Source: an optimization exercise on an open RTL-to-GDS flow (aim: small area, a short achievable clock period and few clock cycles). Production flows keep margins and buffers that such runs may drop.
RTL that was checked went through simulation tests only; none was proved equivalent to the original.
For runs 5 and 6, only the layout was checked, not whether the RTL still works.
Power and IR drop assume default switching activity.

### flow/run.sh
#!/bin/bash
# The standard layout (the standard.sh: standard synthesis, floorplan,
# placement, CTS, routing), with every input and output port buffered by
# sky130_fd_sc_hd__buf_2 instead of the cell buffer_ports picks by itself.
# make's full output goes to flow_make.log here; ORFS keeps each step's log
# under orfs/logs/.
set -euo pipefail
export BUFFER_PORTS_ARGS="-buffer_cell sky130_fd_sc_hd__buf_2"
bash standard.sh > flow_make.log 2>&1
### standard.sh
#!/bin/bash
# synth_recipe.tcl (not shown) runs the flow's synth.tcl, then flattens the netlist and writes it again
# the make line also repeats each setting of config.mk as NAME=value (left out here)
make -C /OpenROAD-flow-scripts/flow DESIGN_CONFIG=/design/flow/config.mk WORK_HOME=/design/flow/orfs CLKGATE_MAP_FILE= SYNTH_SCRIPT=/design/flow/synth_recipe.tcl "${@:-finish}"
### config.mk
export PLATFORM = sky130hd
export DESIGN_NAME = ung5_rxdec
export DESIGN_NICKNAME = ung5_rxdec
export VERILOG_FILES = /design/flow/design.v
export SDC_FILE = /design/flow/constraint.sdc
export NUM_CORES = 4
export LEC_CHECK = 0
export CAP_MARGIN = 20
export CORE_MARGIN = 2
export CORE_UTILIZATION = 30
export CTS_BUF_LIST = sky130_fd_sc_hd__clkbuf_4 sky130_fd_sc_hd__clkbuf_8
export PLACE_DENSITY = 0.5
export SETUP_SLACK_MARGIN = 2.5
export SLEW_MARGIN = 20
export SYNTH_HIERARCHICAL = 1
### constraint.sdc
create_clock -name core_clock -period 7.5 [get_ports {clk}]
set_input_delay 1.5000 -clock core_clock [delete_from_list [all_inputs] [get_ports {clk}]]
set_output_delay 1.5000 -clock core_clock [all_outputs]
set_load 0.01 [all_outputs]
### design.v
module ung5_rx (
    input  wire        clk,
    input  wire        rst,
    input  wire        start,
    input  wire [7:0]  start_addr,
    input  wire [15:0] start_total,
    input  wire        rx_valid,
    input  wire [7:0]  rx_data,
    input  wire        tick,
    input  wire [5:0]  buf_idx,
    output wire [7:0]  buf_data,
    output reg  [1:0]  rx_state,
    output reg  [2:0]  rx_reason,
    output reg  [6:0]  rx_len,
    output wire        rx_ready,
    output wire        start_ok,
    output reg  [31:0] head,        
    output wire [31:0] tail,        
    output reg         last_fa,     
    output reg  [15:0] crc,         
    output wire        crc_ready,
    input  wire        dec_we,
    input  wire [3:0]  dec_err,
    output reg  [3:0]  err_code
);
    localparam ST_IDLE = 2'd0, ST_ACTIVE = 2'd1, ST_DONE = 2'd2;
    localparam R_NONE = 3'd0, R_TOTAL = 3'd1, R_SILENCE = 3'd2,
               R_STOP = 3'd3, R_NOISE = 3'd4, R_OVERFLOW = 3'd5;
    function [15:0] crc_step;
        input [15:0] c_in;
        input [7:0]  b;
        integer i;
        reg [15:0] c;
        begin
            c = c_in ^ {8'h00, b};
            for (i = 0; i < 8; i = i + 1)
                c = c[0] ? ((c >> 1) ^ 16'h8408) : (c >> 1);
            crc_step = c;
        end
    endfunction
    function [15:0] crc_unstep;
        input [15:0] c_in;
        input [7:0]  b;
        integer i;
        reg [15:0] c;
        begin
            c = c_in;
            for (i = 0; i < 8; i = i + 1)
                c = c[15] ? (((c ^ 16'h8408) << 1) | 16'h0001) : (c << 1);
            crc_unstep = c ^ {8'h00, b};
        end
    endfunction
    reg [511:0] sh;            
    reg [5:0]   q;             
    reg [7:0]   rx_addr;
    reg [15:0]  t_left;        
    reg [5:0]   t_sil;         
    reg         collapsed;     
    wire accept    = rx_valid && rx_ready;
    assign rx_ready = (rx_state == ST_ACTIVE);
    assign start_ok = start && !rx_ready &&
                      (start_total != 16'd0) && (start_total != 16'hFFFF);
    wire [7:0] lo_oh, hi_oh;
    ung5_rdsel u_rdsel (.q(q), .idx(buf_idx), .lo_oh(lo_oh), .hi_oh(hi_oh));
    ung5_rdmux u_rdmux (.sh(sh), .lo_oh(lo_oh), .hi_oh(hi_oh), .data(buf_data));
    assign tail = collapsed ? sh[72 +: 32] : sh[0 +: 32];
    assign crc_ready = !(collapsed && t_sil < 6'd8);
    wire [7:0] rw_byte = accept ? 8'hFA :
                         (t_sil == 6'd7) ? sh[79:72] :
                         (t_sil == 6'd3 || t_sil == 6'd6) ? 8'hFA :
                         (t_sil == 6'd1 || t_sil == 6'd4) ? 8'h81 : rx_addr;
    wire [15:0] crc_back = crc_unstep(crc, rw_byte);
    wire run_found = (rx_data == 8'h81) && (rx_len[6:3] != 4'd0) &&
                     (sh[7:0]   == rx_addr) && (sh[15:8]  == 8'hFA) &&
                     (sh[23:16] == 8'h81)   && (sh[31:24] == rx_addr) &&
                     (sh[39:32] == 8'hFA)   && (sh[47:40] == 8'h81) &&
                     (sh[55:48] == rx_addr) && (sh[63:56] == 8'hFA);
    wire [5:0] t_sil_n = t_sil + ((t_sil == 6'd63) ? 6'd0 : 6'd1);
    always @(posedge clk) begin
        if (accept)
            sh <= {sh[503:0], rx_data};
        if (accept && rx_len[6:2] == 5'd0)
            case (rx_len[1:0])
            2'd0: head[7:0]   <= rx_data;
            2'd1: head[15:8]  <= rx_data;
            2'd2: head[23:16] <= rx_data;
            default: head[31:24] <= rx_data;
            endcase
    end
    always @(posedge clk) begin
        if (rst) begin
            err_code  <= 4'd0;
            rx_state  <= ST_IDLE;
            rx_reason <= R_NONE;
            collapsed <= 1'b0;
            rx_len    <= 7'd0;
            q         <= 6'd63;
        end else if (start) begin
            if (rx_state == ST_ACTIVE) begin
                err_code <= 4'd7;                      
            end else if (!start_ok) begin
                err_code <= 4'd10;                     
            end else begin
                err_code  <= 4'd0;
                rx_state  <= ST_ACTIVE;
                rx_reason <= R_NONE;
                collapsed <= 1'b0;
                rx_len    <= 7'd0;
                    q         <= 6'd63;
                rx_addr   <= start_addr;
                t_left    <= start_total;
            end
        end else if (accept) begin
            err_code <= 4'd0;
            q        <= q + 6'd1;
            rx_len   <= rx_len + 7'd1;
            t_sil    <= 6'd0;
            last_fa  <= (rx_data == 8'hFA);
            crc      <= (rx_len == 7'd0) ? 16'h0000 : crc_step(crc, sh[7:0]);
            if (run_found) begin
                t_sil     <= 6'd1;
                crc       <= crc_back;
                rx_len    <= (rx_len == 7'd8) ? 7'd3 : rx_len - 7'd8;
                rx_state  <= ST_DONE;
                rx_reason <= R_NOISE;
                collapsed <= 1'b1;
                last_fa   <= (sh[71:64] == 8'hFA);       
            end else if (rx_len == 7'd63) begin
                rx_state  <= ST_DONE;
                rx_reason <= R_OVERFLOW;
                err_code  <= 4'd8;                     
            end
        end else if (tick && rx_ready) begin
            err_code <= 4'd0;
            t_sil    <= t_sil_n;
            t_left   <= t_left - 16'd1;
            if (t_left == 16'd0) begin
                rx_state  <= ST_DONE;
                rx_reason <= R_TOTAL;
            end else if (rx_len[6:3] != 4'd0 && last_fa && t_sil_n >= 6'd10) begin
                rx_state  <= ST_DONE;
                rx_reason <= R_STOP;
            end else if (rx_len != 7'd0 && t_sil_n >= 6'd50) begin
                rx_state  <= ST_DONE;
                rx_reason <= R_SILENCE;
            end
        end else begin
            if (dec_we)
                err_code <= dec_err;
            if (!crc_ready) begin
                t_sil <= t_sil + 6'd1;
                crc   <= crc_back;
            end
        end
    end
endmodule
module ung5_rdsel (
    input  wire [5:0] q,
    input  wire [5:0] idx,
    output reg  [7:0] lo_oh,
    output reg  [7:0] hi_oh
);
    wire bw = (idx[2:0] > q[2:0]);                  
    integer j;
    always @(*)
        for (j = 0; j < 8; j = j + 1) begin
            lo_oh[j] = (idx[2:0] == q[2:0] - j[2:0]);
            hi_oh[j] = bw ? (idx[5:3] == q[5:3] - j[2:0] - 3'd1)
                          : (idx[5:3] == q[5:3] - j[2:0]);
        end
endmodule
module ung5_rdmux (
    input  wire [511:0] sh,
    input  wire [7:0]   lo_oh,
    input  wire [7:0]   hi_oh,
    output reg  [7:0]   data
);
    reg [63:0] grp;            
    integer g, k;
    always @(*) begin
        for (g = 0; g < 8; g = g + 1) begin
            grp[8*g +: 8] = 8'h00;
            for (k = 0; k < 8; k = k + 1)
                grp[8*g +: 8] = grp[8*g +: 8] | ({8{lo_oh[k]}} & sh[64*g + 8*k +: 8]);
        end
        data = 8'h00;
        for (g = 0; g < 8; g = g + 1)
            data = data | ({8{hi_oh[g]}} & grp[8*g +: 8]);
    end
endmodule
module ung5_dec (
    input  wire        clk,
    input  wire        rst,
    input  wire        dec_start,
    input  wire        clear,         
    input  wire [6:0]  n_bytes,       
    input  wire [31:0] head,          
    input  wire [31:0] tail,          
    input  wire        last_fa,       
    input  wire [15:0] crc,           
    input  wire        crc_ready,
    output reg         dec_valid,
    output reg  [1:0]  dec_kind,      
    output reg  [1:0]  dec_why,       
    output wire [1:0]  dec_class,     
    output wire [7:0]  dec_addr,
    output wire [7:0]  dec_ctrl,
    output wire [7:0]  dec_length,
    output wire [7:0]  dec_opc,
    output wire [15:0] dec_crc,
    output reg         dec_etx_ok,
    output reg         dec_stop_ok,
    output wire        dec_addr_ok,
    output wire        err_we,
    output wire [3:0]  err_val
);
    function [15:0] crc_step;
        input [15:0] c_in;
        input [7:0]  b;
        integer i;
        reg [15:0] c;
        begin
            c = c_in ^ {8'h00, b};
            for (i = 0; i < 8; i = i + 1)
                c = c[0] ? ((c >> 1) ^ 16'h8408) : (c >> 1);
            crc_step = c;
        end
    endfunction
    reg pend;
    wire [7:0] b0 = head[7:0];
    wire [7:0] b1 = head[15:8];
    wire [7:0] b2 = head[23:16];
    wire [7:0] b3 = head[31:24];
    wire [7:0] t0 = tail[7:0];
    wire [7:0] t1 = tail[15:8];
    wire [7:0] t2 = tail[23:16];
    wire [7:0] t3 = tail[31:24];
    wire short   = (n_bytes == 7'd3);
    wire dclass  = (n_bytes >= 7'd7) && (b1[3:0] == 4'd4);
    wire two     = last_fa;                            
    wire span_bad = two && (n_bytes == 7'd7);          
    wire crc_bad = two ? (crc != crc_step(16'h0000, t1)) : (crc != 16'h0000);
    wire [6:0] n_6 = n_bytes - 7'd6;
    wire [6:0] n_7 = n_bytes - 7'd7;
    wire len_bad = (b2 == 8'h00) ||
                   (two ? (b2 != {1'b0, n_7}) : (b2 != {1'b0, n_6}));
    wire [1:0] kind = short ? 2'd0 :
                      (dclass && !span_bad && !crc_bad && !len_bad) ? 2'd1 : 2'd2;
    wire [1:0] why  = !dclass ? 2'd0 : span_bad ? 2'd1 : crc_bad ? 2'd2 : 2'd3;
    assign dec_class = (b1[3:0] == 4'd1) ? 2'd1 :
                       (b1[3:0] == 4'd2) ? 2'd2 :
                       (b1[3:0] == 4'd3) ? 2'd3 : 2'd0;
    assign dec_addr    = b0;
    assign dec_ctrl    = b1;
    assign dec_length  = b2;
    assign dec_opc     = b3;
    assign dec_crc     = two ? {t2, t3} : {t1, t2};
    wire etx_ok  = (two ? t1 : t0) == 8'h03;
    wire stop_ok = short ? (b2 == 8'hFA) : two;
    assign dec_addr_ok = (b0 >= 8'h50) && (b0 <= 8'h6F);
    wire fin = (dec_start || pend) && crc_ready;
    assign err_we  = fin;
    assign err_val = (kind == 2'd2) ? 4'd4 : 4'd0;
    always @(posedge clk)
        if (fin) begin
            dec_kind    <= kind;
            dec_why     <= why;
            dec_etx_ok  <= etx_ok;
            dec_stop_ok <= stop_ok;
        end
    always @(posedge clk) begin
        if (rst || clear) begin
            dec_valid <= 1'b0;
            pend      <= 1'b0;
        end else if (dec_start) begin
            dec_valid <= crc_ready;
            pend      <= !crc_ready;
        end else if (fin) begin
            dec_valid <= 1'b1;
            pend      <= 1'b0;
        end
    end
endmodule
module ung5_rxdec (
    input  wire        clk,
    input  wire        rst,
    input  wire        start,
    input  wire [7:0]  start_addr,
    input  wire [15:0] start_total,
    input  wire        rx_valid,
    input  wire [7:0]  rx_data,
    output wire        rx_ready,
    input  wire        tick,
    input  wire        dec_start,
    input  wire [5:0]  buf_idx,
    output wire [7:0]  buf_data,
    output wire [1:0]  rx_state,
    output wire [2:0]  rx_reason,
    output wire [6:0]  rx_len,
    output wire [3:0]  err_code,
    output wire        dec_valid,
    output wire [1:0]  dec_kind,
    output wire [1:0]  dec_why,
    output wire [1:0]  dec_class,
    output wire [7:0]  dec_addr,
    output wire [7:0]  dec_ctrl,
    output wire [7:0]  dec_length,
    output wire [7:0]  dec_opc,
    output wire [15:0] dec_crc,
    output wire        dec_etx_ok,
    output wire        dec_stop_ok,
    output wire        dec_addr_ok
);
    wire [31:0] head, tail;
    wire [15:0] crc;
    wire        crc_ready, start_ok, last_fa;
    wire        dec_we;
    wire [3:0]  dec_err;
    ung5_rx u_rx (
        .clk(clk), .rst(rst),
        .start(start), .start_addr(start_addr), .start_total(start_total),
        .rx_valid(rx_valid), .rx_data(rx_data), .tick(tick),
        .buf_idx(buf_idx), .buf_data(buf_data),
        .rx_state(rx_state), .rx_reason(rx_reason), .rx_len(rx_len),
        .rx_ready(rx_ready), .start_ok(start_ok),
        .head(head), .tail(tail), .last_fa(last_fa),
        .crc(crc), .crc_ready(crc_ready),
        .dec_we(dec_we), .dec_err(dec_err), .err_code(err_code)
    );
    ung5_dec u_dec (
        .clk(clk), .rst(rst),
        .dec_start(dec_start), .clear(start_ok),
        .n_bytes(rx_len), .head(head), .tail(tail), .last_fa(last_fa),
        .crc(crc), .crc_ready(crc_ready),
        .dec_valid(dec_valid), .dec_kind(dec_kind), .dec_why(dec_why),
        .dec_class(dec_class), .dec_addr(dec_addr), .dec_ctrl(dec_ctrl),
        .dec_length(dec_length), .dec_opc(dec_opc), .dec_crc(dec_crc),
        .dec_etx_ok(dec_etx_ok), .dec_stop_ok(dec_stop_ok),
        .dec_addr_ok(dec_addr_ok),
        .err_we(dec_we), .err_val(dec_err)
    );
endmodule
==> results.py, run 1 <==
metrics = {
    "timing": {
        "slew_violations": 0,
        "worst_pin_slew_ps": 1080,
        "tns_ps": 0,
        "timing.final.crit_share_pct": 68.9,
        "fmax_ghz": 0.193,
        "relSlewSlack_pct": 27.8,
        "fin_crit_ps": 5170,
        "rsz0062_at_grt": "true",
        "finalHoldViolCount": 0,
        "setup_viol": 0,
        "clock_skew_ps": 40.9,
    },
    "clock_network": {
        "numCtsBuffers": 108,
        "cts_tree": "done",
        "clk_pin_slew_worst_paths_ps": 60,
        "clock-sinks": 622,
        "insertion_delay_ps": 730,
        "cts_max_level": 3,
        "cts_hold_buf": 0,
        "cts.path.max_buffers": 3,
        "root_buffer": "clkbuf_8",
    },
    "logic_synthesis": {
        "ys_ff_latch": 622,
        "synth_cell_types": 88,
        "syn-cell-area_um2": 27100,
        "synth-warning-count": 10,
        "synth_edf_count": 597,
        "synthFlopType": "edfxtp_1",
        "netlist_instances": 1817,
        "seq_area_frac_synth_pct": 68.0,
        "syn_area_per_cell_um2": 14.9,
        "async_flop_share_pct": 0,
    },
    "pwr": {
        "cellPowerDensity_nw_per_um2": 267,
        "peakVddDrop_uv": 133,
        "leakage_nw": 9.89,
    },
    "finish": {
        "fin_nets": 2047,
        "mostFrequentLayoutCell": "edfxtp_1",
        "final_cells": 3240,
        "drive_above_1_share_pct": 25.3,
        "fillCellCount": 8659,
        "area_delta_synth_final_pct": 17.0,
        "layout_common_cells": "597 x edfxtp_1, 227 x a22oi_1, 124 x buf_2",
        "final_area_um2": 31700,
    },
    "worst_setup_path": {
        "startpoint_type": "primary input",
        "cp-end-kind": "output port",
        "required_ps": 6000,
        "crit_fanout": 8,
        "arrival_ps": 3670,
        "path_class": "in -> out",
    },
    "grt": {
        "grt_max_degree": 208,
        "antenna_found_initial": 6,
        "grt_overflow": 0,
        "grt_pass1_vias": 17700,
        "grt_first_pass_wirelength_um": 114000,
        "grtUsageTotal_pct": 16.2,
    },
    "floorplanning": {
        "initial_core_util_pct": 30.2,
        "boundaryPins": 127,
        "dieHeight_um": 305,
        "num_rows": 110,
        "die_x_um": 305,
        "core_um2": 89700,
        "die_area_um2": 92700,
    },
    "detailed_routing": {
        "viasPerCell": 5.35,
        "drtPass1Iterations": 5,
        "drt_wl_total_um": 76900,
        "drtIter0Drc": 1792,
        "wl_per_cell_um": 23.7,
        "vias": 17300,
        "antenna_left": 0,
        "drc_errors": 0,
    },
    "worst_hold_path": {
        "hold_path.class": "reg -> reg",
    },
    "place": {
        "placed_cell_area_um2": 28600,
        "port_buffers": 126,
        "dp.cells": 3016,
        "hpwl_um": 46200,
        "place.gp.congestion": 0.840,
    },
    "run": {
        "max-cap-violations": 0,
    },
    "run_status": {
        "outcome": "finished clean",
    },
}
-- report_power, final --
part	total (mW)	leakage (nW)	internal, mW	switching (mW)
Clock	3.17	1.14	1.73	1.45
Sequential	4.09	5.31	3.98	0.114
Combinational	1.20	3.43	0.449	0.753
Total	8.47	9.89	6.15	2.31
-- synth_stat cells (all sizes together) (34+ instances only) --
cell type | number | share of area (%)
xnor2 | 61 | 2.0
nor3 | 36 | 0.68
mux2 | 49 | 2.0
edfxtp | 597 | 66
a22oi | 291 | 8.6
buf | 107 | 3.1
nor2 | 39 | 0.55
nand3 | 34 | 0.63
nand2 | 61 | 0.85
o21ai | 51 | 0.94
nand4 | 87 | 2.0
xor2 | 40 | 1.3
-- worst paths after layout --
kind / start / endpoint / slack, ps / cells after the start
setup / recovery: buf_idx[5] / buf_data[5] / 2330 / 9
hold / removal: u_rx.sh[290] / u_rx.sh[298] / 430 / 0
setup reg to reg: u_rx.rx_state[0] / u_rx.sh[379] / 3390 / 5
hold reg to reg: u_rx.sh[290] / u_rx.sh[298] / 430 / 0
-- modules after synthesis, one instance, submodules excluded, a selection --
module      cells inside  copies in the design
ung5_rdsel            80                     1
ung5_dec             181                     1
ung5_rdmux           424                     1
ung5_rx             1132                     1
-- final cells by class --
class | instances | area [um2] | area share, %
clock inverter | 55 | 439 | 1.39
clock buffer | 141 | 1740 | 5.49
tap | 1176 | 1470 | 4.64
timing repair buffer | 180 | 1410 | 4.45
sequential | 622 | 18400 | 58.1
inverter | 26 | 105 | 0.332
antenna | 1 | 2.50 | 0.00789
multi-input combinational | 1039 | 8100 | 25.6
-- per-layer routing --
layer	part of all wire [%]	up-vias	track usage [%]
met5	0.017	-	0
met4	2.8	2	5.77
met3	7.0	138	3.69
met2	46	677	25.3
met1	44	8853	22.1
li1	-	7651	-
-- kinds of logic (layout without fill, tap and decap cells) --
family                     count (synthesis)  in the layout  share of synthesized area, %
DFF                                      622            622                          68.0
muxes                                     62             62                          2.52
adders and majority gates                 26             26                          1.20
and+or+nand+nor                          383            385                          8.04
other                                      1              4                        0.0138
xor gates and xnor gates                 104            104                          3.59
AOI/OAI and AO/OA                        459            459                          12.7
buffers and inverters                    160            402                          3.87
-- state kept, by name (all words and copies together) (netlist names), 6 cells and up --
| signal | flops |
|---|---|
| u_rx.crc | 16 |
| u_rx.t_left | 16 |
| u_rx.rx_addr | 8 |
| u_rx.rx_len | 7 |
| u_rx.sh | 512 |
| u_rx.t_sil | 6 |
| u_rx.head | 32 |
| u_rx.q | 6 |
-- worst max-delay path: stages --
cell	delay, ps
buf_2	150
xor3_4	560
xnor2_1	180
o211ai_1	100
o41ai_1	110
buf_4	220
a22oi_2	250
nand4_1	330
buf_2	260
-- what timing repair did --
action / CTS / global route
gates resized for setup: 79 / 14
pin swaps: 30 / 11
gates cloned: 8 / 0
setup buffers: 17 / 0
endpoints found under the setup margin: 8 / 8
-- metrics by stage --
stage	setup WS, ps	hold slack (ps)	util, %	total power [mW]
floorplan	2760	427	-	4.80
global placement	1710	429	31.9	5.17
detailed placement	1670	434	31.9	5.19
CTS	2350	402	35.2	8.56
global route	2270	432	35.3	8.82
finish	2330	428	35.3	8.47
Testbench counts, summed over its fixed seeds: cycles 28,368.
==> inputs of run 2 (changes only) <==
--- a/config.mk
+++ b/config.mk
@@ -8,7 +8,7 @@
 export CAP_MARGIN = 20
 export CORE_MARGIN = 2
-export CORE_UTILIZATION = 30
+export CORE_UTILIZATION = 45
 export CTS_BUF_LIST = sky130_fd_sc_hd__clkbuf_4 sky130_fd_sc_hd__clkbuf_8
-export PLACE_DENSITY = 0.5
+export PLACE_DENSITY = 0.65
 export SETUP_SLACK_MARGIN = 2.5
 export SLEW_MARGIN = 20
==> results.py, run 2 <==
metrics = {
    "worst_setup_path": {
        "cp-end-kind": "output port",
        "crit_path_start": "buf_idx[2]",
        "path_class": "in -> out",
        "arrival_ps": 3700,
        "r2r-start": "u_rx.rx_state[0]",
        "crit_fanout": 8,
        "startpoint_type": "primary input",
        "required_ps": 6000,
    },
    "floorplanning": {
        "dieHeight_um": 249,
        "die_area_um2": 62200,
        "num_rows": 89,
        "die_x_um": 249,
        "core_um2": 59200,
        "boundaryPins": 127,
        "initial_core_util_pct": 45.7,
    },
    "detailed_routing": {
        "route.met3.wl_um": 6540,
        "drtIter0Drc": 1758,
        "drc_errors": 0,
        "vias": 17600,
        "antenna_left": 0,
        "highest_layer": "met4",
        "drtPass1Iterations": 6,
        "wl_met2_um": 32100,
        "drt_wl_total_um": 70700,
        "viasPerCell": 6.20,
        "wl_met1_um": 29500,
        "wl_per_cell_um": 24.9,
    },
    "grt": {
        "grt_first_pass_wirelength_um": 106000,
        "grt_overflow": 0,
        "grt_pass1_vias": 17400,
        "antenna_found_initial": 1,
        "grt_max_degree": 199,
        "grtUsageTotal_pct": 22.3,
    },
    "timing": {
        "fmax_ghz": 0.192,
        "fin_crit_ps": 5200,
        "clock_skew_ps": 58.7,
        "rsz0062_at_grt": "true",
        "finalHoldViolCount": 0,
        "whs_ps": 431,
        "relSlewSlack_pct": 26.0,
        "tns_ps": 0,
        "worst_pin_slew_ps": 1110,
        "slew_violations": 0,
        "timing.final.crit_share_pct": 69.3,
        "setup_viol": 0,
    },
    "logic_synthesis": {
        "syn-cell-area_um2": 27100,
        "async_flop_share_pct": 0,
        "synth_edf_count": 597,
        "netlist_instances": 1817,
        "yosys-top-cells-count": "597 x edfxtp_1, 261 x a22oi_1, 87 x nand4_1",
        "ys_ff_latch": 622,
        "seq_area_frac_synth_pct": 68.0,
        "synth_area_leaders": "edfxtp_1 66%, a22oi_1 7.2%, mux2_2 2.0%",
        "synthFlopType": "edfxtp_1",
        "synth_cell_types": 88,
        "synth_most_common_cell": "edfxtp_1",
        "synth-warning-count": 10,
        "syn_area_per_cell_um2": 14.9,
        "yosys.area.top_type": "edfxtp_1",
        "synth_top_cell_area_share_pct": 66.2,
    },
    "finish": {
        "largest_reg_flops": 512,
        "regMostFlops": "u_rx.sh",
        "area_delta_synth_final_pct": 15.3,
        "fin_util_pct": 52.7,
        "mostFrequentLayoutCell": "edfxtp_1",
        "layout_common_cells": "597 x edfxtp_1, 224 x a22oi_1, 123 x buf_2",
        "final_cells": 2836,
        "drive_above_1_share_pct": 26.0,
        "fin_nets": 2052,
        "largestRegisters": "u_rx.sh (512), u_rx.head (32)",
    },
    "pwr": {
        "peakVddDrop_uv": 175,
        "leakage_nw": 9.91,
        "cellPowerDensity_nw_per_um2": 265,
        "total_power_mw": 8.29,
    },
    "clock_network": {
        "clock-sinks": 622,
        "cts.path.max_buffers": 3,
        "root_buffer": "clkbuf_8",
        "clk_pin_slew_worst_paths_ps": 60,
        "cts_tree": "done",
        "numCtsBuffers": 101,
        "cts_max_level": 3,
        "insertion_delay_ps": 730,
    },
    "worst_hold_path": {
        "hold_path.class": "reg -> reg",
        "worstHoldStart": "u_rx.sh[131]",
    },
    "place": {
        "port_buffers": 126,
        "dp.cells": 2609,
        "place.gp.congestion": 0.913,
        "hpwl_um": 40900,
    },
    "run_status": {
        "outcome": "finished clean",
    },
    "run": {
        "max-cap-violations": 0,
    },
}
-- run 2: cell counts after synthesis --
Identical to the previous run, type by type.
-- run 2: per-layer routing --
layer  vias to the layer above  track usage (%)
met5                         -                0
met4                         0             8.85
met3                       140             5.83
met2                       893             33.8
met1                      8906             30.7
li1                       7655                -
-- run 2: area by class of cell --
cell class / instances / area (um2)
Fill cell: 4771 / 28000
Clock inverter: 35 / 230
Antenna cell: 1 / 2.50
Tap cell: 773 / 967
Sequential cell: 622 / 18400
Inverter: 26 / 105
Multi-Input combinational cell: 1039 / 8130
Clock buffer: 148 / 1760
Timing Repair Buffer: 192 / 1620
-- run 2: what timing repair did --
action / CTS / global route
setup buffers: 27 / 5
gates cloned: 11 / 0
pin swaps: 57 / 30
gates resized for setup: 94 / 24
setup endpoints to repair: 8 / 8
hold buffers: 0 / 0
-- run 2: where the power goes --
part,internal (mW),switching [mW]
registers,3.98,0.113
clock network,1.55,1.39
logic,0.487,0.770
total,6.02,2.27
-- run 2: worst paths after layout --
check	to	slack (ps)	cells after the start
min reg2reg	u_rx.sh[139]	430	0
max	buf_data[4]	2300	12
max reg2reg	u_rx.sh[442]	2890	5
min	u_rx.sh[139]	430	0
-- run 2: cells by family after synthesis --
family / after synthesis / share of synthesized area, %
AOI/OAI and AO/OA: 459 / 12.7
xor gates and xnor gates: 104 / 3.59
adders and majority gates: 26 / 1.20
buffers and inverters: 160 / 3.87
DFF: 622 / 68.0
muxes: 62 / 2.52
other: 1 / 0.0138
and+or+nand+nor: 383 / 8.04
-- run 2: critical path, stage by stage --
cell	delay [ps]
buf_12	110
xnor2_4	230
xor2_2	140
nor3b_4	180
buf_12	150
buf_12	120
buf_16	140
a22oi_2	160
nand4_1	290
a22oi_2	270
nand4_1	190
buf_2	200
-- run 2: Yosys stat by module (local to each module, per instance), a selection --
module	flip-flops and latches	copies in the design
ung5_rdmux	0	1
ung5_dec	8	1
ung5_rdsel	0	1
ung5_rx	614	1
-- run 2: metrics by stage --
stage                     area (um2)  setup WS (ps)
final                          31200           2300
after global routing           31200           2230
after CTS                      31100           2370
after detailed placement       28000           1440
after global placement         28000           1540
after floorplan                27100           2760
==> inputs of run 3 (changes only) <==
==> flow/run.sh (replaced) <==
#!/bin/bash
# The standard layout (the standard.sh: standard synthesis, floorplan,
# placement, CTS, routing), with every input and output port buffered by
# sky130_fd_sc_hd__buf_2 instead of the cell buffer_ports picks by itself,
# and clock tree synthesis without dummy loads.
# make's full output goes to flow_make.log here; ORFS keeps each step's log
# under orfs/logs/.
set -euo pipefail
export BUFFER_PORTS_ARGS="-buffer_cell sky130_fd_sc_hd__buf_2"
export CTS_ARGS="-sink_clustering_enable -repair_clock_nets -dont_use_dummy_load -sink_clustering_size 16 -sink_clustering_max_diameter 60 -buf_list {sky130_fd_sc_hd__clkbuf_4 sky130_fd_sc_hd__clkbuf_8}"
bash standard.sh > flow_make.log 2>&1
--- a/config.mk
+++ b/config.mk
@@ -8,7 +8,7 @@
 export CAP_MARGIN = 20
 export CORE_MARGIN = 2
-export CORE_UTILIZATION = 45
+export CORE_UTILIZATION = 30
 export CTS_BUF_LIST = sky130_fd_sc_hd__clkbuf_4 sky130_fd_sc_hd__clkbuf_8
-export PLACE_DENSITY = 0.65
+export PLACE_DENSITY = 0.5
 export SETUP_SLACK_MARGIN = 2.5
 export SLEW_MARGIN = 20
==> results.py, run 3 <==
metrics = {
    "run_status": {
        "outcome": "finished clean",
    },
    "clock_network": {
        "cts.path.max_buffers": 3,
        "clock-sinks": 622,
        "cts_max_level": 2,
        "clk_pin_slew_worst_paths_ps": 100,
        "cts_tree": "done",
        "numCtsBuffers": 60,
        "insertion_delay_ps": 790,
        "root_buffer": "clkbuf_8",
    },
    "worst_setup_path": {
        "arrival_ps": 3710,
        "cp_slowest_cell": "a22oi_2",
        "crit_top_cell": "buf_12",
        "crit_chain": "buf_12, xnor2_4, buf_12, xnor2_4, nor3b_4, buf_12, buf_16, a22oi_2, nand4_1, a22oi_2, nand4_1, buf_2",
        "critPathTopFamily": "buffers and inverters",
        "crit_fanout": 8,
        "startpoint_type": "primary input",
        "required_ps": 6000,
        "slowest_delay_ps": 300,
        "path_class": "in -> out",
        "rrSetupSlack_ps": 3400,
        "cp.buffers_inverters": 5,
        "cp-end-kind": "output port",
    },
    "logic_synthesis": {
        "ys_ff_latch": 622,
        "synth-warning-count": 10,
        "async_flop_share_pct": 0,
        "synth_edf_count": 597,
        "netlist_instances": 1817,
        "syn_area_per_cell_um2": 14.9,
        "synth_cell_types": 88,
        "synth_top_cell_area_share_pct": 66.2,
        "synthFlopType": "edfxtp_1",
        "yosys.area.top_type": "edfxtp_1",
        "synth_area_leaders": "edfxtp_1 66%, a22oi_1 7.2%, mux2_2 2.0%",
        "yosys-top-cells-count": "597 x edfxtp_1, 261 x a22oi_1, 87 x nand4_1",
        "seq_area_frac_synth_pct": 68.0,
        "synth_most_common_cell": "edfxtp_1",
        "syn-cell-area_um2": 27100,
    },
    "finish": {
        "fin_nets": 2012,
        "area_delta_synth_final_pct": 13.7,
        "largestRegisters": "u_rx.sh (512), u_rx.head (32)",
        "fin_util_pct": 34.3,
        "layout_common_cells": "597 x edfxtp_1, 194 x a22oi_1, 123 x buf_2",
        "mostFrequentLayoutCell": "edfxtp_1",
        "drive_above_1_share_pct": 23.7,
        "largest_reg_flops": 512,
        "final_cells": 3117,
        "regMostFlops": "u_rx.sh",
    },
    "place": {
        "port_buffers": 126,
        "place.gp.congestion": 0.840,
        "hpwl_um": 46200,
        "place_ws_ps": 1670,
        "dp.cells": 3016,
    },
    "pwr": {
        "cellPowerDensity_nw_per_um2": 233,
        "leakage_nw": 9.32,
        "peakVddDrop_uv": 146,
    },
    "timing": {
        "timing.final.crit_share_pct": 69.5,
        "clock_skew_ps": 119,
        "setup_viol": 0,
        "relSlewSlack_pct": 28.1,
        "worst_slack_ps": 2290,
        "tns_ps": 0,
        "fin_crit_ps": 5210,
        "slew_violations": 0,
        "worst_pin_slew_ps": 1080,
        "rsz0062_at_grt": "true",
        "finalHoldViolCount": 0,
        "fmax_ghz": 0.192,
        "whs_ps": 376,
    },
    "floorplanning": {
        "core_um2": 89700,
        "dieHeight_um": 305,
        "die_area_um2": 92700,
        "num_rows": 110,
        "initial_core_util_pct": 30.2,
        "boundaryPins": 127,
        "die_x_um": 305,
    },
    "detailed_routing": {
        "vias": 17100,
        "drc_errors": 0,
        "drtPass1Iterations": 6,
        "drtIter0Drc": 1842,
        "viasPerCell": 5.49,
        "drt_wl_total_um": 77000,
        "antenna_left": 0,
        "wl_per_cell_um": 24.7,
    },
    "grt": {
        "antenna_found_initial": 3,
        "grtUsageTotal_pct": 16.1,
        "grt_overflow": 0,
        "grt_max_degree": 208,
        "grt_first_pass_wirelength_um": 114000,
        "grt_pass1_vias": 17200,
    },
    "worst_hold_path": {
        "hold_path.class": "reg -> reg",
    },
    "run": {
        "max-cap-violations": 0,
    },
}
run 3: what timing repair did:
item,CTS,global route
pin swaps,60,21
buffers inserted,24,0
setup endpoints to repair,8,8
resized for setup,121,20
cloned,12,2
hold buffers,0,0
run 3: Yosys stat by module (local to each module, per instance), a selection:
module | area, um2 | copies in the design | cells inside
ung5_rx | 21700 | 1 | 1132
ung5_rdmux | 3270 | 1 | 424
ung5_rdsel | 603 | 1 | 80
ung5_dec | 1550 | 1 | 181
run 3: worst paths after layout:
path / start / endpoint / cells past startpoint
max: buf_idx[2] / buf_data[2] / 12
min: u_rx.sh[120] / u_rx.sh[128] / 0
max reg2reg: u_rx.rx_state[0] / u_rx.sh[120] / 5
min reg2reg: u_rx.sh[120] / u_rx.sh[128] / 0
run 3: cells by family after synthesis:
kind of cell               synth area share [%]
buffers and inverters                      3.87
muxes                                      2.52
and+or+nand+nor                            8.04
DFF                                        68.0
other                                    0.0138
adders and majority gates                  1.20
AOI/OAI and AO/OA                          12.7
xor gates and xnor gates                   3.59
run 3: worst reg2reg max path: cells and delay by family, from the launching register on:
kind                   cells  cell delay, ps
buffers and inverters      3            2040
DFF                        1             360
and+or+nand+nor            2            1310
run 3: stage by stage:
stage / cell area, um2 / power, mW
6_report: 30800 / 7.19
5_1_grt: 30800 / 7.49
4_1_cts: 30600 / 7.25
3_5_place_dp: 28600 / 5.19
3_3_place_gp: 28600 / 5.17
2_1_floorplan: 27100 / 4.80
run 3: cell type report:
cell class              count  area (um2)
fillers                  8673       58900
flip-flops and latches    622       18400
multi-input cells        1039        8290
repair buffers            193        1680
well taps                1176        1470
clock buffers              60         826
inverters                  26         105
diodes                      1        2.50
run 3: power breakdown:
group,total (mW),switching [mW],internal (mW)
combinational,1.28,0.783,0.497
sequential,4.09,0.115,3.97
clock,1.82,1.12,0.706
run 3: per-layer routing:
metal	vias to the layer above	global-route usage [%]	routed length (um)
met1	8824	22.8	34200
met5	-	0	0
met4	0	4.56	1930
li1	7482	-	-
met3	115	2.40	5050
met2	689	25.7	35800
==> inputs of run 4 (changes only) <==
--- a/flow/run.sh
+++ b/flow/run.sh
@@ -8,4 +8,4 @@
 set -euo pipefail
 export BUFFER_PORTS_ARGS="-buffer_cell sky130_fd_sc_hd__buf_2"
-export CTS_ARGS="-sink_clustering_enable -repair_clock_nets -dont_use_dummy_load -sink_clustering_size 16 -sink_clustering_max_diameter 60 -buf_list {sky130_fd_sc_hd__clkbuf_4 sky130_fd_sc_hd__clkbuf_8}"
+export CTS_ARGS="-sink_clustering_enable -repair_clock_nets -dont_use_dummy_load -buf_list {sky130_fd_sc_hd__clkbuf_4 sky130_fd_sc_hd__clkbuf_8}"
 bash standard.sh > flow_make.log 2>&1
==> results.py, run 4 <==
metrics = {
    "run_status": {
        "outcome": "finished clean",
    },
    "finish": {
        "final_area_um2": 31200,
        "regMostFlops": "u_rx.sh",
        "area_delta_synth_final_pct": 15.1,
        "final_cells": 3156,
        "largest_reg_flops": 512,
        "largestRegisters": "u_rx.sh (512), u_rx.head (32)",
        "layout_common_cells": "597 x edfxtp_1, 209 x a22oi_1, 123 x buf_2",
        "drive_above_1_share_pct": 24.6,
        "fin_nets": 2051,
        "fin_util_pct": 34.7,
        "mostFrequentLayoutCell": "edfxtp_1",
    },
    "clock_network": {
        "cts.path.max_buffers": 3,
        "insertion_delay_ps": 730,
        "cts_hold_buf": 0,
        "cts_max_level": 3,
        "clk_pin_slew_worst_paths_ps": 50,
        "clock-sinks": 622,
        "numCtsBuffers": 108,
        "root_buffer": "clkbuf_8",
        "cts_tree": "done",
    },
    "floorplanning": {
        "core_um2": 89700,
        "boundaryPins": 127,
        "die_x_um": 305,
        "initial_core_util_pct": 30.2,
        "die_area_um2": 92700,
        "num_rows": 110,
        "dieHeight_um": 305,
    },
    "timing": {
        "slew_violations": 0,
        "worst_pin_slew_ps": 1090,
        "rsz0062_at_grt": "true",
        "fmax_ghz": 0.194,
        "whs_ps": 401,
        "relSlewSlack_pct": 27.2,
        "timing.final.crit_share_pct": 68.7,
        "finalHoldViolCount": 0,
        "clock_skew_ps": 69.0,
        "tns_ps": 0,
        "fin_crit_ps": 5150,
        "setup_viol": 0,
    },
    "pwr": {
        "power.share.clock_pct": 32.0,
        "p_comb_share_pct": 15.7,
        "power_frac_seq_pct": 52.3,
        "intPower_mw": 5.70,
        "p_sw_mw": 2.14,
        "swShare_pct": 27.2,
        "cellPowerDensity_nw_per_um2": 251,
        "leakage_nw": 9.56,
        "peakVddDrop_uv": 121,
    },
    "worst_hold_path": {
        "hold_depth": 0,
        "worstHoldStart": "u_rx.sh[208]",
        "hold_path.class": "reg -> reg",
        "min_to": "u_rx.sh[216]",
    },
    "logic_synthesis": {
        "synth_area_leaders": "edfxtp_1 66%, a22oi_1 7.2%, mux2_2 2.0%",
        "ys_ff_latch": 622,
        "synth_most_common_cell": "edfxtp_1",
        "yosys-top-cells-count": "597 x edfxtp_1, 261 x a22oi_1, 87 x nand4_1",
        "synth_cell_types": 88,
        "seq_area_frac_synth_pct": 68.0,
        "syn_area_per_cell_um2": 14.9,
        "synthFlopType": "edfxtp_1",
        "synth_top_cell_area_share_pct": 66.2,
        "synth-warning-count": 10,
        "syn-cell-area_um2": 27100,
        "netlist_instances": 1817,
        "synth_edf_count": 597,
        "yosys.area.top_type": "edfxtp_1",
        "async_flop_share_pct": 0,
    },
    "grt": {
        "antenna_found_initial": 5,
        "grtUsageTotal_pct": 16.1,
        "grt_first_pass_wirelength_um": 114000,
        "grt_max_degree": 208,
        "grt_pass1_vias": 17500,
        "grt_overflow": 0,
    },
    "detailed_routing": {
        "drc_errors": 0,
        "antenna_left": 0,
        "drtPass1Iterations": 8,
        "drt_wl_total_um": 76800,
        "drtIter0Drc": 1658,
        "wl_per_cell_um": 24.3,
        "viasPerCell": 5.45,
        "vias": 17200,
    },
    "place": {
        "placed_cell_area_um2": 28600,
        "place.gp.congestion": 0.840,
        "hpwl_um": 46200,
        "dp.cells": 3016,
        "port_buffers": 126,
    },
    "worst_setup_path": {
        "crit_chain": "buf_12, xnor2_4, xor2_2, nor3_4, buf_12, buf_6, a22oi_1, nand4_1, a22oi_1, nand4_1, buf_2",
        "r2r-end": "u_rx.sh[120]",
        "path_class": "in -> out",
        "cp.buffers_inverters": 4,
        "cp-end-kind": "output port",
        "slowest_delay_ps": 300,
        "arrival_ps": 3650,
        "cp_slowest_cell": "nand4_1",
        "r2r-start": "u_rx.rx_state[0]",
        "rrSetupSlack_ps": 3370,
        "r2r_cells": 5,
        "startpoint_type": "primary input",
        "required_ps": 6000,
        "crit_fanout": 23,
        "critPathTopFamily": "buffers and inverters",
    },
    "run": {
        "max-cap-violations": 0,
    },
}
==> run 4: cell counts after synthesis <==
No cell type changed its count.
==> run 4: timing repair <==
item | 4_1_cts | 5_1_grt
pin swaps | 42 | 33
hold endpoints to repair | 0 | 0
gates resized for setup | 93 | 25
endpoints found under the setup margin | 8 | 8
setup buffers | 18 | 2
cloned | 9 | 0
==> run 4: cell type report <==
type / count / area, um2
clock buffers: 108 / 1490
inverters: 26 / 105
diodes: 1 / 2.50
fillers: 8665 / 58600
well taps: 1176 / 1470
repair buffers: 184 / 1480
flip-flops and latches: 622 / 18400
multi-input cells: 1039 / 8200
==> run 4: worst max-delay path by stage <==
stage,from,slack (ps),end,depth (start not counted)
detailed placement,buf_idx[0],1670,buf_data[5],11
floorplan,buf_idx[2],2760,buf_data[0],8
finish,buf_idx[2],2350,buf_data[5],11
global placement,buf_idx[0],1710,buf_data[5],11
CTS,buf_idx[2],2360,buf_data[5],12
global route,buf_idx[2],2270,buf_data[2],11
==> run 4: stage by stage <==
step | worst slack (ps) | power, mW
after floorplan | 2760 | 4.80
after global placement | 1710 | 5.17
after detailed placement | 1670 | 5.19
after CTS | 2360 | 7.93
after global routing | 2270 | 8.17
final | 2350 | 7.84
==> run 4: worst register-to-register path: cells and delay by family (launching register included) <==
family / cells / cell delay [ps]
AND/OR/NAND/NOR: 2 / 1330
flip-flops: 1 / 350
buffers and inverters: 3 / 2010
==> run 4: per-layer routing <==
metal / share of wire, % / global-route usage [%] / up-vias
met5: 0.017 / 0 / -
met4: 3.3 / 5.88 / 2
met3: 7.0 / 3.66 / 158
met2: 46 / 25.0 / 688
met1: 44 / 22.1 / 8795
li1: - / - / 7564
==> run 4: modules after synthesis, one instance, submodules excluded, excerpt <==
module / cells / flip-flops and latches / copies in the design
ung5_dec: 181 / 8 / 1
ung5_rdmux: 424 / 0 / 1
ung5_rdsel: 80 / 0 / 1
ung5_rx: 1132 / 614 / 1
==> run 4: cell families (layout without fill, tap and decap cells) <==
logic type,count (synthesis),after routing,synth area share [%]
and+or+nand+nor,383,385,8.04
other,1,4,0.0138
DFF,622,622,68.0
AOI/OAI and AO/OA,459,459,12.7
adders and majority gates,26,26,1.20
buffers and inverters,160,318,3.87
muxes,62,62,2.52
xor gates and xnor gates,104,104,3.59
==> run 4: power groups by stage <==
| stage | registers (mW) | clock network [mW] | logic [mW] |
|---|---|---|---|
| floorplan | 4.12 | 0 | 0.681 |
| global placement | 4.15 | 0 | 1.02 |
| detailed placement | 4.16 | 0 | 1.04 |
| CTS | 4.09 | 2.61 | 1.22 |
| global route | 4.11 | 2.74 | 1.32 |
| finish | 4.10 | 2.51 | 1.23 |
==> inputs of run 5 (changes only) <==
--- a/design.v
+++ b/design.v
@@ -61,7 +61,17 @@
     assign start_ok = start && !rx_ready &&
                       (start_total != 16'd0) && (start_total != 16'hFFFF);
-    wire [7:0] lo_oh, hi_oh;
-    ung5_rdsel u_rdsel (.q(q), .idx(buf_idx), .lo_oh(lo_oh), .hi_oh(hi_oh));
-    ung5_rdmux u_rdmux (.sh(sh), .lo_oh(lo_oh), .hi_oh(hi_oh), .data(buf_data));
+    wire [23:0] lo_key, hi_key;
+    wire [7:0]  hi_oh;
+    wire [63:0] grp;           
+    ung5_rdkey u_rdkey (.q(q), .lo_key(lo_key), .hi_key(hi_key));
+    ung5_rdhi  u_rdhi  (.idx(buf_idx), .q_lo(q[2:0]), .hi_key(hi_key), .hi_oh(hi_oh));
+    genvar gp;
+    generate
+        for (gp = 0; gp < 4; gp = gp + 1) begin : g_rd
+            ung5_rdgrp u_rdgrp (.slots(sh[128*gp +: 128]), .idx_lo(buf_idx[2:0]),
+                                .lo_key(lo_key), .grp(grp[16*gp +: 16]));
+        end
+    endgenerate
+    ung5_rdout u_rdout (.grp(grp), .hi_oh(hi_oh), .data(buf_data));
     assign tail = collapsed ? sh[72 +: 32] : sh[0 +: 32];
     assign crc_ready = !(collapsed && t_sil < 6'd8);
@@ -155,33 +165,57 @@
     end
 endmodule
-module ung5_rdsel (
-    input  wire [5:0] q,
-    input  wire [5:0] idx,
-    output reg  [7:0] lo_oh,
-    output reg  [7:0] hi_oh
+module ung5_rdkey (
+    input  wire [5:0]  q,
+    output reg  [23:0] lo_key,
+    output reg  [23:0] hi_key
 );
-    wire bw = (idx[2:0] > q[2:0]);                  
     integer j;
     always @(*)
         for (j = 0; j < 8; j = j + 1) begin
-            lo_oh[j] = (idx[2:0] == q[2:0] - j[2:0]);
-            hi_oh[j] = bw ? (idx[5:3] == q[5:3] - j[2:0] - 3'd1)
-                          : (idx[5:3] == q[5:3] - j[2:0]);
+            lo_key[3*j +: 3] = q[2:0] - j[2:0];
+            hi_key[3*j +: 3] = q[5:3] - j[2:0];
         end
 endmodule
-module ung5_rdmux (
-    input  wire [511:0] sh,
-    input  wire [7:0]   lo_oh,
-    input  wire [7:0]   hi_oh,
-    output reg  [7:0]   data
+module ung5_rdhi (
+    input  wire [5:0]  idx,
+    input  wire [2:0]  q_lo,
+    input  wire [23:0] hi_key,
+    output reg  [7:0]  hi_oh
+);
+    wire bw = (idx[2:0] > q_lo);
+    reg [7:0] eq;
+    integer j;
+    always @(*) begin
+        for (j = 0; j < 8; j = j + 1)
+            eq[j] = (idx[5:3] == hi_key[3*j +: 3]);
+        for (j = 0; j < 8; j = j + 1)
+            hi_oh[j] = bw ? eq[(j + 1) % 8] : eq[j];
+    end
+endmodule
+module ung5_rdgrp (
+    input  wire [127:0] slots,
+    input  wire [2:0]   idx_lo,
+    input  wire [23:0]  lo_key,
+    output reg  [15:0]  grp
 );
-    reg [63:0] grp;            
+    reg [7:0] lo_oh;
     integer g, k;
     always @(*) begin
-        for (g = 0; g < 8; g = g + 1) begin
+        for (k = 0; k < 8; k = k + 1)
+            lo_oh[k] = (idx_lo == lo_key[3*k +: 3]);
+        for (g = 0; g < 2; g = g + 1) begin
             grp[8*g +: 8] = 8'h00;
             for (k = 0; k < 8; k = k + 1)
-                grp[8*g +: 8] = grp[8*g +: 8] | ({8{lo_oh[k]}} & sh[64*g + 8*k +: 8]);
+                grp[8*g +: 8] = grp[8*g +: 8] | ({8{lo_oh[k]}} & slots[64*g + 8*k +: 8]);
         end
+    end
+endmodule
+module ung5_rdout (
+    input  wire [63:0] grp,
+    input  wire [7:0]  hi_oh,
+    output reg  [7:0]  data
+);
+    integer g;
+    always @(*) begin
         data = 8'h00;
         for (g = 0; g < 8; g = g + 1)
==> results.py, run 5 <==
metrics = {
    "timing": {
        "clock_skew_ps": 122,
        "fmax_ghz": 0.193,
        "finalHoldViolCount": 0,
        "timing.final.crit_share_pct": 69.0,
        "setup_viol": 0,
        "relSlewSlack_pct": 22.3,
        "worst_pin_slew_ps": 1160,
        "whs_ps": 356,
        "rsz0062_at_grt": "true",
        "tns_ps": 0,
        "fin_crit_ps": 5170,
        "slew_violations": 0,
    },
    "finish": {
        "largestRegisters": "u_rx.sh (512), u_rx.head (32)",
        "drive_above_1_share_pct": 22.8,
        "seq_area_um2": 18400,
        "fin_util_pct": 35.3,
        "largest_reg_flops": 512,
        "fillCellCount": 9458,
        "mostFrequentLayoutCell": "edfxtp_1",
        "area_delta_synth_final_pct": 16.7,
        "layout_common_cells": "597 x edfxtp_1, 212 x nand4_1, 139 x a22oi_1",
        "multi_input_area_um2": 10700,
        "final_cells": 3617,
        "regMostFlops": "u_rx.sh",
        "fin_nets": 2398,
    },
    "pwr": {
        "leakage_nw": 11.0,
        "peakVddDrop_uv": 126,
        "swShare_pct": 27.3,
        "p_sw_mw": 2.13,
        "power.share.clock_pct": 32.6,
        "power_frac_seq_pct": 52.4,
        "p_comb_share_pct": 15.1,
        "cellPowerDensity_nw_per_um2": 225,
        "intPower_mw": 5.68,
    },
    "logic_synthesis": {
        "async_flop_share_pct": 0,
        "ys_ff_latch": 622,
        "seq_area_frac_synth_pct": 62.0,
        "synth_area_leaders": "edfxtp_1 60%, nand4_1 4.5%, a22oi_1 4.2%",
        "yosys.area.top_type": "edfxtp_1",
        "netlist_instances": 2170,
        "synthFlopType": "edfxtp_1",
        "synth_most_common_cell": "edfxtp_1",
        "synth_edf_count": 597,
        "synth-warning-count": 12,
        "syn-cell-area_um2": 29700,
        "syn_area_per_cell_um2": 13.7,
        "synth_top_cell_area_share_pct": 60.4,
        "synth_cell_types": 79,
        "yosys-top-cells-count": "597 x edfxtp_1, 212 x nand4_1, 166 x a22oi_1",
    },
    "clock_network": {
        "insertion_delay_ps": 770,
        "cts_hold_buf": 0,
        "root_buffer": "clkbuf_8",
        "cts.path.max_buffers": 3,
        "cts_max_level": 3,
        "clock-sinks": 622,
        "numCtsBuffers": 108,
        "clk_pin_slew_worst_paths_ps": 60,
        "cts_tree": "done",
    },
    "floorplanning": {
        "die_x_um": 319,
        "die_area_um2": 102000,
        "boundaryPins": 127,
        "dieHeight_um": 319,
        "num_rows": 115,
        "initial_core_util_pct": 30.2,
        "core_um2": 98300,
    },
    "grt": {
        "grtUsageTotal_pct": 16.6,
        "grt_pass1_vias": 19900,
        "grt_overflow": 0,
        "grt_max_degree": 201,
        "grt_first_pass_wirelength_um": 130000,
        "antenna_found_initial": 5,
    },
    "place": {
        "hpwl_um": 55000,
        "dp.cells": 3433,
        "port_buffers": 126,
        "place.gp.congestion": 0.832,
    },
    "worst_setup_path": {
        "crit_chain": "buf_12, ha_4, and2b_1, o21ai_2, a32oi_4, buf_12, buf_6, mux2i_4, buf_12, a22oi_2, nand4_1, buf_2",
        "required_ps": 6000,
        "cp-end-kind": "output port",
        "critPathTopFamily": "buffers and inverters",
        "arrival_ps": 3670,
        "slowest_delay_ps": 320,
        "crit_top_cell": "buf_12",
        "cp_slowest_cell": "a22oi_2",
        "startpoint_type": "primary input",
        "path_class": "in -> out",
        "cp.buffers_inverters": 5,
        "crit_fanout": 7,
    },
    "run_status": {
        "outcome": "finished clean",
    },
    "detailed_routing": {
        "vias": 19900,
        "drc_errors": 0,
        "viasPerCell": 5.49,
        "drt_wl_total_um": 87300,
        "antenna_left": 0,
        "drtIter0Drc": 2010,
        "drtPass1Iterations": 5,
        "wl_per_cell_um": 24.1,
    },
    "worst_hold_path": {
        "hold_path.class": "reg -> reg",
    },
    "run": {
        "max-cap-violations": 0,
    },
}
run 5: changes by cell type in the layout (fill, tap and decap cells not counted), moves of 52 or more:
| cell | change |
|---|---|
| nand3_1 | +64 |
| nand4_1 | +125 |
| inv_1 | +72 |
| o2111a_1 | +65 |
| a22oi_1 | -70 |
| a22oi_2 | -52 |
run 5: final timing paths:
check,depth (start not counted),to,startpoint,slack (ps)
max,12,buf_data[7],buf_idx[1],2330
min,0,u_rx.sh[170],u_rx.sh[162],360
max reg2reg,8,u_rx.crc[4],u_rx.rx_len[3],3760
min reg2reg,0,u_rx.sh[170],u_rx.sh[162],360
run 5: cells by family after synthesis:
group / count (synthesis) / share of synthesized area [%]
DFF: 622 / 62.0
buffers and inverters: 278 / 5.24
adders and majority gates: 23 / 0.969
other: 1 / 0.0126
xor gates and xnor gates: 224 / 7.64
AOI/OAI and AO/OA: 374 / 9.94
and+or+nand+nor: 586 / 11.9
muxes: 62 / 2.30
run 5: repair_timing:
| item | CTS | global route |
|---|---|---|
| setup endpoints to repair | 8 | 8 |
| setup buffers | 42 | 27 |
| resized for setup | 120 | 41 |
| pin swaps | 32 | 36 |
| gates cloned | 4 | 1 |
run 5: worst register-to-register path, stage by stage, from the launching register on:
cell and delay (ps):
dfxtp_1 680, inv_1 130, ha_1 290, a2111oi_0 450, nand4_1 280, nor3_4 760, nand2b_1 580, a22oi_1 160
a21boi_0 240
run 5: power groups by stage:
stage | Sequential, mW | Combinational, mW | Clock, mW
6_report | 4.09 | 1.18 | 2.54
5_1_grt | 4.10 | 1.25 | 2.75
2_1_floorplan | 4.11 | 0.679 | 0
4_1_cts | 4.09 | 1.12 | 2.61
3_3_place_gp | 4.16 | 0.975 | 0
3_5_place_dp | 4.16 | 0.986 | 0
run 5: metrics by stage:
stage,total power [mW],area [um2],worst slack [ps]
6_report,7.81,34700,2330
5_1_grt,8.11,34700,2280
4_1_cts,7.83,34000,2300
3_5_place_dp,5.14,31000,1690
3_3_place_gp,5.13,31000,1690
2_1_floorplan,4.79,29700,2590
run 5: per-module statistics from Yosys (local to each module, per instance), excerpt:
module / flops+latches / copies in the design / cells inside / area [um2]
ung5_dec: 8 / 1 / 181 / 1550
ung5_rdgrp: 0 / 4 / 174 / 1330
ung5_rdhi: 0 / 1 / 53 / 442
ung5_rdkey: 0 / 1 / 52 / 403
ung5_rdout: 0 / 1 / 48 / 379
ung5_rx: 614 / 1 / 1140 / 21600
run 5: layout make-up:
type	instances	area share, %
Antenna cell	1	0.00722
Clock buffer	108	4.29
Sequential cell	622	53.2
Inverter	100	1.14
Tap cell	1287	4.65
Timing Repair Buffer	225	5.92
Multi-Input combinational cell	1274	30.8
run 5: metal layers:
metal  GRT usage, %  up-vias  wire length [um]
met4           4.95        0              2040
li1               -     8763                 -
met1           22.6    10100             37400
met2           26.7      885             41400
met3           3.29      151              6410
met5              0        -                 0
==> inputs of run 6 (changes only) <==
--- a/flow/run.sh
+++ b/flow/run.sh
@@ -8,4 +8,4 @@
 set -euo pipefail
 export BUFFER_PORTS_ARGS="-buffer_cell sky130_fd_sc_hd__buf_2"
-export CTS_ARGS="-sink_clustering_enable -repair_clock_nets -dont_use_dummy_load -buf_list {sky130_fd_sc_hd__clkbuf_4 sky130_fd_sc_hd__clkbuf_8}"
+export CTS_ARGS="-sink_clustering_enable -repair_clock_nets -dont_use_dummy_load -sink_clustering_size 16 -sink_clustering_max_diameter 60 -buf_list {sky130_fd_sc_hd__clkbuf_4 sky130_fd_sc_hd__clkbuf_8}"
 bash standard.sh > flow_make.log 2>&1
==> results.py, run 6 <==
metrics = {
    "floorplanning": {
        "die_area_um2": 102000,
        "core_um2": 98300,
        "num_rows": 115,
        "die_x_um": 319,
        "initial_core_util_pct": 30.2,
        "boundaryPins": 127,
        "dieHeight_um": 319,
    },
    "worst_setup_path": {
        "crit_path_start": "buf_idx[1]",
        "cp-end-kind": "output port",
        "r2r_cells": 8,
        "r2r-start": "u_rx.rx_len[3]",
        "rrSetupSlack_ps": 3720,
        "crit_chain": "buf_12, ha_4, and2b_1, o21ai_2, a32oi_4, buf_12, buf_6, mux2i_4, buf_12, a22oi_2, nand4_1, buf_2",
        "startpoint_type": "primary input",
        "path_class": "in -> out",
        "slowest_delay_ps": 340,
        "arrival_ps": 3680,
        "required_ps": 6000,
        "crit_top_cell": "buf_12",
        "r2r-end": "u_rx.crc[4]",
        "crit_fanout": 7,
        "cp_slowest_cell": "a22oi_2",
    },
    "logic_synthesis": {
        "ys_ff_latch": 622,
        "seq_area_frac_synth_pct": 62.0,
        "yosys.area.top_type": "edfxtp_1",
        "syn-cell-area_um2": 29700,
        "synthFlopType": "edfxtp_1",
        "netlist_instances": 2170,
        "yosys-top-cells-count": "597 x edfxtp_1, 212 x nand4_1, 166 x a22oi_1",
        "synth_edf_count": 597,
        "synth_cell_types": 79,
        "async_flop_share_pct": 0,
        "synth-warning-count": 12,
        "synth_area_leaders": "edfxtp_1 60%, nand4_1 4.5%, a22oi_1 4.2%",
        "synth_most_common_cell": "edfxtp_1",
        "syn_area_per_cell_um2": 13.7,
        "synth_top_cell_area_share_pct": 60.4,
    },
    "detailed_routing": {
        "drt_wl_total_um": 87400,
        "viasPerCell": 5.52,
        "drtIter0Drc": 2073,
        "drtPass1Iterations": 6,
        "drc_errors": 0,
        "wl_per_cell_um": 24.4,
        "vias": 19800,
        "antenna_left": 0,
    },
    "timing": {
        "slew_violations": 0,
        "rsz0062_at_grt": "true",
        "tns_ps": 0,
        "clock_skew_ps": 81.0,
        "relSlewSlack_pct": 21.1,
        "fin_crit_ps": 5180,
        "setup_viol": 0,
        "worst_pin_slew_ps": 1180,
        "finalHoldViolCount": 0,
        "timing.final.crit_share_pct": 69.1,
        "fmax_ghz": 0.193,
        "whs_ps": 377,
    },
    "pwr": {
        "total_power_mw": 7.22,
        "leakage_nw": 10.7,
        "cellPowerDensity_nw_per_um2": 212,
        "peakVddDrop_uv": 129,
    },
    "place": {
        "place.gp.congestion": 0.832,
        "dp.cells": 3433,
        "hpwl_um": 55000,
        "port_buffers": 126,
    },
    "finish": {
        "largest_reg_flops": 512,
        "largestRegisters": "u_rx.sh (512), u_rx.head (32)",
        "final_cells": 3578,
        "area_delta_synth_final_pct": 14.5,
        "seq_area_um2": 18400,
        "fin_util_pct": 34.6,
        "mostFrequentLayoutCell": "edfxtp_1",
        "fillCellCount": 9516,
        "drive_above_1_share_pct": 21.1,
        "regMostFlops": "u_rx.sh",
        "layout_common_cells": "597 x edfxtp_1, 212 x nand4_1, 144 x a22oi_1",
        "multi_input_area_um2": 10600,
        "fin_nets": 2359,
    },
    "grt": {
        "grt_first_pass_wirelength_um": 128000,
        "grtUsageTotal_pct": 16.5,
        "grt_max_degree": 201,
        "grt_overflow": 0,
        "antenna_found_initial": 5,
        "grt_pass1_vias": 19500,
    },
    "clock_network": {
        "cts.path.max_buffers": 3,
        "insertion_delay_ps": 680,
        "root_buffer": "clkbuf_8",
        "cts_tree": "done",
        "numCtsBuffers": 67,
        "cts_max_level": 3,
        "cts_hold_buf": 0,
        "clk_pin_slew_worst_paths_ps": 90,
        "clock-sinks": 622,
    },
    "worst_hold_path": {
        "min_to": "u_rx.sh[243]",
        "hold_path.class": "reg -> reg",
        "hold_depth": 0,
        "worstHoldStart": "u_rx.sh[235]",
    },
    "run_status": {
        "outcome": "finished clean",
    },
    "run": {
        "max-cap-violations": 0,
    },
}
[run 6: cell types whose count changed in the layout (fill, tap and decap cells not counted), sizes merged]
cell    change
buf         -2
nand3       +1
clkbuf     -39
xnor2       +2
bufbuf      -1
[run 6: report_power, final]
part	total (mW)	switching [mW]	internal [mW]
combinational	1.17	0.740	0.432
clock	1.96	1.17	0.796
sequential	4.08	0.108	3.97
[run 6: cell type report]
type                            count  share of cell area, %
Inverter                          100                   1.17
Sequential cell                   622                   54.2
Tap cell                         1287                   4.74
Multi-Input combinational cell   1277                   31.2
Clock buffer                       67                   2.71
Antenna cell                        1                0.00736
Timing Repair Buffer              224                   5.96
[run 6: metrics by stage]
step | setup slack [ps] | area, um2
floorplan | 2590 | 29700
global placement | 1690 | 31000
detailed placement | 1690 | 31000
CTS | 2300 | 33300
global route | 2310 | 34000
finish | 2320 | 34000
[run 6: worst max path at each step]
stage / to / slack, ps / cells after the start
2_1_floorplan: u_rx.crc[0] / 2590 / 5
3_3_place_gp: buf_data[3] / 1690 / 9
3_5_place_dp: buf_data[3] / 1690 / 9
4_1_cts: buf_data[3] / 2300 / 12
5_1_grt: buf_data[6] / 2310 / 9
6_report: buf_data[2] / 2320 / 12
[run 6: logic make-up after synthesis]
kind of cell / after synthesis / synth area share (%)
buffers and inverters: 278 / 5.24
adder cells (fa/ha/maj): 23 / 0.969
flip-flops: 622 / 62.0
multiplexers: 62 / 2.30
AO/OA/AOI/OAI: 374 / 9.94
XOR/XNOR: 224 / 7.64
AND/OR/NAND/NOR: 586 / 11.9
other: 1 / 0.0126
[run 6: critical path, delay by kind of cell]
family	cells	cell delay, ps
buf+inv	5	770
compound gates	3	570
simple gates	2	400
fa+ha+maj	1	210
mux	1	210
[run 6: layer usage]
metal	GRT usage [%]	wire length, um	vias to the layer above
met5	0	0	-
met4	4.55	2070	0
met3	2.96	5890	137
met2	26.8	42100	858
met1	22.5	37400	10100
li1	-	-	8690
[run 6: per-module statistics from Yosys, one instance, submodules excluded, a selection]
| module | times used | flops+latches | cells | area, um2 |
|---|---|---|---|---|
| ung5_rdgrp | 4 | 0 | 174 | 1330 |
| ung5_rdout | 1 | 0 | 48 | 379 |
| ung5_rdhi | 1 | 0 | 53 | 442 |
| ung5_dec | 1 | 8 | 181 | 1550 |
| ung5_rdkey | 1 | 0 | 52 | 403 |
| ung5_rx | 1 | 614 | 1140 | 21600 |
[run 6: timing repair]
action / in CTS / in global routing
pin swaps: 32 / 36
endpoints found under the setup margin: 8 / 8
cloned: 3 / 6
buffers inserted: 38 / 29
resized for setup: 115 / 29

separate check: timing with driven ports:
Ports are ideal in the flow. The routed layouts listed here were re-timed in OpenROAD.
Step 1 assumes that a clkbuf_16 drives the clock port and a buf_2 every other input.
Step 2 times the ports against the registers' clock, not the clock port: input delays grow and output delays shrink by t, the midpoint of the rising clock arrivals with the driver on.
Three values: ideal, step 1, step 2; two values: the first two.
| run | t, ns | slack for setup (ns) | worst hold slack (ns) | worst setup path at the end | worst data-port slew with drivers (ns) |
|---|---|---|---|---|---|
| run 1 | 0.766 | 2.329 / 2.275 / 2.275 | 0.428 / 0.428 / 0.428 | input to output | 0.09 |
| run 2 | 0.754 | 2.300 / 2.253 / 2.253 | 0.431 / 0.431 / 0.431 | input to output | 0.06 |
| run 3 | 0.767 | 2.285 / 2.228 / 2.228 | 0.376 / 0.376 / 0.376 | input to output | 0.08 |
| run 4 | 0.738 | 2.350 / 2.293 / 2.293 | 0.401 / 0.401 / 0.401 | input to output | 0.09 |
| run 5 | 0.779 | 2.327 / 2.248 / 2.248 | 0.356 / 0.356 / 0.356 | input to output | 0.12 |
| run 6 | 0.722 | 2.321 / 2.227 / 2.227 | 0.377 / 0.377 / 0.377 | input to output | 0.12 |
After both steps every run listed still meets setup and hold. For run 6, which loses most, drivers alone change the setup slack by -0.094 ns; drivers and shift together by -0.094 ns.
